Source: an optimization exercise on an open RTL-to-GDS flow (aim: small area, a short achievable clock period and few clock cycles per item). Production flows keep margins and buffers that such runs may drop. RTL that was checked went through simulation tests only; none was proved equivalent to the original.

// gf2m_fu
module gf2m_fu (
    input  wire        clk,
    input  wire        rst,         
    input  wire        in_valid,
    output wire        in_ready,
    input  wire [2:0]  in_op,       
    input  wire [2:0]  in_pset,     
    input  wire [31:0] in_a,
    input  wire [31:0] in_b,
    output wire        out_valid,
    input  wire        out_ready,
    output wire [31:0] out_res,
    output wire [2:0]  out_err      
);
==> flow/config.mk <==
export PLATFORM = sky130hd
export DESIGN_NAME = gf2m_fu
export DESIGN_NICKNAME = gf2m_fu
export VERILOG_FILES = /design/flow/design.v
export SDC_FILE = /design/flow/constraint.sdc
export NUM_CORES = 4
export LEC_CHECK = 0
export CAP_MARGIN = 5
export CORE_MARGIN = 2
export CORE_UTILIZATION = 40
export CTS_BUF_LIST = sky130_fd_sc_hd__clkbuf_4 sky130_fd_sc_hd__clkbuf_8
export PLACE_DENSITY = 0.6
export SETUP_SLACK_MARGIN = 3.0
export SLEW_MARGIN = 5
==> flow/constraint.sdc <==
create_clock -name core_clock -period 7.0 [get_ports {clk}]
set_input_delay 1.4000 -clock core_clock [delete_from_list [all_inputs] [get_ports {clk}]]
set_output_delay 1.4000 -clock core_clock [all_outputs]
set_load 0.01 [all_outputs]
standard.sh (not shown) runs the stock make flow with config.mk's settings and CLKGATE_MAP_FILE= SYNTH_SCRIPT=/design/flow/synth_recipe.tcl, a recipe that flattens the netlist after the stock synthesis.
==> flow/flow/run.sh <==
#!/bin/bash
# The standard layout, with the port buffers made of the smallest buffer cell
# (sky130_fd_sc_hd__buf_1) instead of the delay cell buffer_ports picks.
set -euo pipefail
export BUFFER_PORTS_ARGS="-buffer_cell sky130_fd_sc_hd__buf_1"
bash standard.sh > standard_make.log 2>&1
The baseline completed with no timing, DRC or antenna violations.
Testbench counts at the start, summed over its fixed seeds: cycles 20,141, items 8,000.
Next try:
Settings changed: CAP_MARGIN 5 to 20, SETUP_SLACK_MARGIN 3.0 to 3.15, SLEW_MARGIN 5 to 20.
Result:
- final cell count is higher by a few percent
- via count is higher by a few percent
- first-iteration DRC count is higher by a quarter to a third
- area after synthesis does not change
Next try:
Settings changed: GPL_ROUTABILITY_DRIVEN set to 0, SETUP_SLACK_MARGIN 3.15 to 3.0.
The new run completed with no timing, DRC or antenna violations.
Maximum frequency came out lower by 1.9%.
Worst hold slack hardly moves.
Synthesized area stays the same.
Register-to-register slack loses 0.07 ns.
Next try:
Settings changed: GPL_ROUTABILITY_DRIVEN 0 to not set, TNS_END_PERCENT set to 10.
Area after synthesis is unchanged. Flip-flop and latch count is unchanged. Global-route usage came out lower by 0.29 points. Hold slack hardly moves. Design area came out lower by a few percent. Cell count came out lower slightly.

== job 101 ==
Another version of the RTL of gf2m_fu (not shown whole).
Size in the first run: roughly 940 cells after synthesis, about 110 I/O pins.
Design gf2m_fu, start of the top module:
module gf2m_fu (
    input  wire        clk,
    input  wire        rst,         
    input  wire        in_valid,
    output wire        in_ready,
    input  wire [2:0]  in_op,       
    input  wire [2:0]  in_pset,     
    input  wire [31:0] in_a,
    input  wire [31:0] in_b,
    output wire        out_valid,
    input  wire        out_ready,
    output wire [31:0] out_res,
    output wire [2:0]  out_err      
);
Settings: LEC_CHECK=0, CAP_MARGIN=20, CORE_MARGIN=2, CORE_UTILIZATION=40, PLACE_DENSITY=0.6, SLEW_MARGIN=20; clock period 7.0 ns.
run.sh (not shown) runs the stock make flow with config.mk's settings and CLKGATE_MAP_FILE= SYNTH_SCRIPT=/design/flow/synth_recipe.tcl, a recipe that flattens the netlist after the stock synthesis.
Stock flow here: none of the scripts above is used.
Job 101 closes out successfully: all stages finished, all timing, DRC and antenna checks passed.
Inputs modified between job 101 and job 102:
Settings: putting SETUP_SLACK_MARGIN at 3.0 where nothing was set.
==> flow/flow/run.sh (new file) <==
#!/bin/bash
# The standard layout, with the port buffers made of the smallest buffer cell
# (sky130_fd_sc_hd__buf_1) instead of the delay cell buffer_ports picks.
set -euo pipefail
export BUFFER_PORTS_ARGS="-buffer_cell sky130_fd_sc_hd__buf_1"
bash standard.sh > standard_make.log 2>&1
==> flow/standard.sh (new file) <==
#!/bin/bash
# synth_recipe.tcl (not shown) runs the flow's synth.tcl, then flattens the netlist and writes it again
# the make line also repeats each setting of config.mk as NAME=value (left out here)
make -C /OpenROAD-flow-scripts/flow DESIGN_CONFIG=/design/flow/config.mk WORK_HOME=/design/flow/orfs CLKGATE_MAP_FILE= SYNTH_SCRIPT=/design/flow/synth_recipe.tcl "${@:-finish}"
removed: flow/run.sh
--- outcome ---
When the final numbers for job 101 and job 102 were put side by side, the critical path depth turned out to be smaller in job 101.
For job 102, the launching instance or port of the critical path was acc[10], unlike job 101, where it was acc[11].
Job 102 has completed all stages; timing, DRC and antenna checks passed.
Compared to job 101, job 102 has layout-stage area growth over the synthesis result 9.2 points higher.
Last element of the critical path = res[6]: job 102; last element of the critical path = acc[4]: job 101
Changes observed in job 102 relative to job 101: minimum clock period after layout dropped 0.96 ns; maximum frequency climbed 46 MHz; number of instances in the synthesized netlist barely changed; number of cell instances on the worst register-to-register path climbed 4.
Re fraction of area in registers: job 101 and job 102 aren't equal, and the higher value belongs to job 101.
--- input diff job 102..job 103 ---
==> flow/run.sh (new file) <==
#!/bin/bash
# synth_recipe.tcl (not shown) runs the flow's synth.tcl, then flattens the netlist and writes it again
# the make line also repeats each setting of config.mk as NAME=value (left out here)
make -C /OpenROAD-flow-scripts/flow DESIGN_CONFIG=/design/flow/config.mk WORK_HOME=/design/flow/orfs CLKGATE_MAP_FILE= SYNTH_SCRIPT=/design/flow/synth_recipe.tcl finish
removed: flow/flow/run.sh
removed: flow/standard.sh
## What came out
Job 103: flow completed, timing, DRC and antenna clean
Of the two values seen for launch point of the critical path, acc[6] was produced by job 103 and acc[10] by job 102.
Compared with job 102, in job 103 via count now sits lower; routed wire length now sits lower; worst setup slack now sits higher; worst reg2reg path depth now sits lower.
In the metrics for job 103 and job 102, the one carrying the lower detail-routed via count per cell is job 103.
Non-clock buffer count (job 102 / job 103): 1.13
Against job 102 as the reference, job 103 delivers a higher signed area change from the synthesized netlist to the final layout.
The global-route usage number comes out lower for job 103 vs job 102.
Job 103 ended with less met2 routing resource usage after global routing than job 102.
Relative to job 103, the following input files were edited for job 104:
Settings: changing SETUP_SLACK_MARGIN from 3.0 to 4.0; setting ABC_CLOCK_PERIOD_IN_PS to 3000 for the first time.
[summary]
Timing, DRC, antenna: 0 failures across job 103 and job 104
Run comparison: job 103 slowest cell on the critical path edfxtp_1; job 104 slowest cell on the critical path a221o_2
Between job 103 and job 104, the difference in die area is negligible.
NOTE first-pass GRT wire length job 103->job 104 increased by a little under 10%
The worst endpoint data arrival time in job 104 sits 0.06 ns above the value recorded for job 103.
Taking job 103 as the reference, in job 104 clock network area share down 0.31 points; global-route usage up 2.1 points.
The via count in job 104 was higher than what job 103 gave.
~same highest cell delay on the worst timing path in job 103 and job 104
Job 104 ended with less fraction of area in registers than job 103.
Here is what was changed in the inputs of job 105 compared with job 104.
Settings: a deleted ABC_CLOCK_PERIOD_IN_PS that had been 3000.
==> results.txt <==
- Normalized max-slew margin: job 105 vs job 104 identical
- Summary of job 105 over job 104: number of diodes neither gained nor lost much; horizontal die dimension closely matched the old numbers; total clock sinks held.
- As far as aggregate routed wire length goes, job 105 and job 104 are indistinguishable; the numbers are identical.
- Job 105 -> job 104: count of instances resized after the clock tree is built delta 0, exact match
- Re floorplan die area: no difference whatsoever between job 105 and job 104.
No run of this note included a check of the RTL's function; only the layout flow was run.

==> port drivers added, routing unchanged <==
The results above use ideal ports. As a check the final layouts listed here were re-extracted and re-timed, cells and wires unchanged.
Step 1 (the two cells are an assumption about what drives the block):
set clk [get_ports {clk}]
set_driving_cell -lib_cell sky130_fd_sc_hd__clkbuf_16 $clk
set_driving_cell -lib_cell sky130_fd_sc_hd__buf_2 [delete_from_list [all_inputs] $clk]
Step 2 moves the port delays by t, midway between the first and last clock arrival at a register: inputs arrive t later, outputs are due t later. That takes back most of the time a late clock gives input paths.
Slacks: no drivers / after step 1 / after step 2; pairs: no drivers / after step 1.
run	t, ns	slack for setup (ns)	worst data-port slew with drivers (ns)	cell pins on the clock port's net
the first run of note 1	0.393	3.032 / 3.032 / 3.032	0.04	1
the second run of note 1	0.388	3.203 / 3.203 / 3.203	0.04	1
the third run of note 1	0.389	3.128 / 3.128 / 3.128	0.04	1
the fourth run of note 1	0.387	3.020 / 3.020 / 3.020	0.04	1
job 101	0.365	1.943 / 1.943 / 1.943	0.04	1
job 102	0.372	2.901 / 2.901 / 2.901	0.03	1
job 103	0.368	2.975 / 2.975 / 2.938	0.04	1
job 104	0.365	3.039 / 3.039 / 3.039	0.05	1
job 105	0.365	3.039 / 3.039 / 3.039	0.05	1
After both steps every run listed still meets setup and hold. For job 103, which loses most, drivers alone change the setup slack by 0.000 ns; drivers and shift together by -0.037 ns.
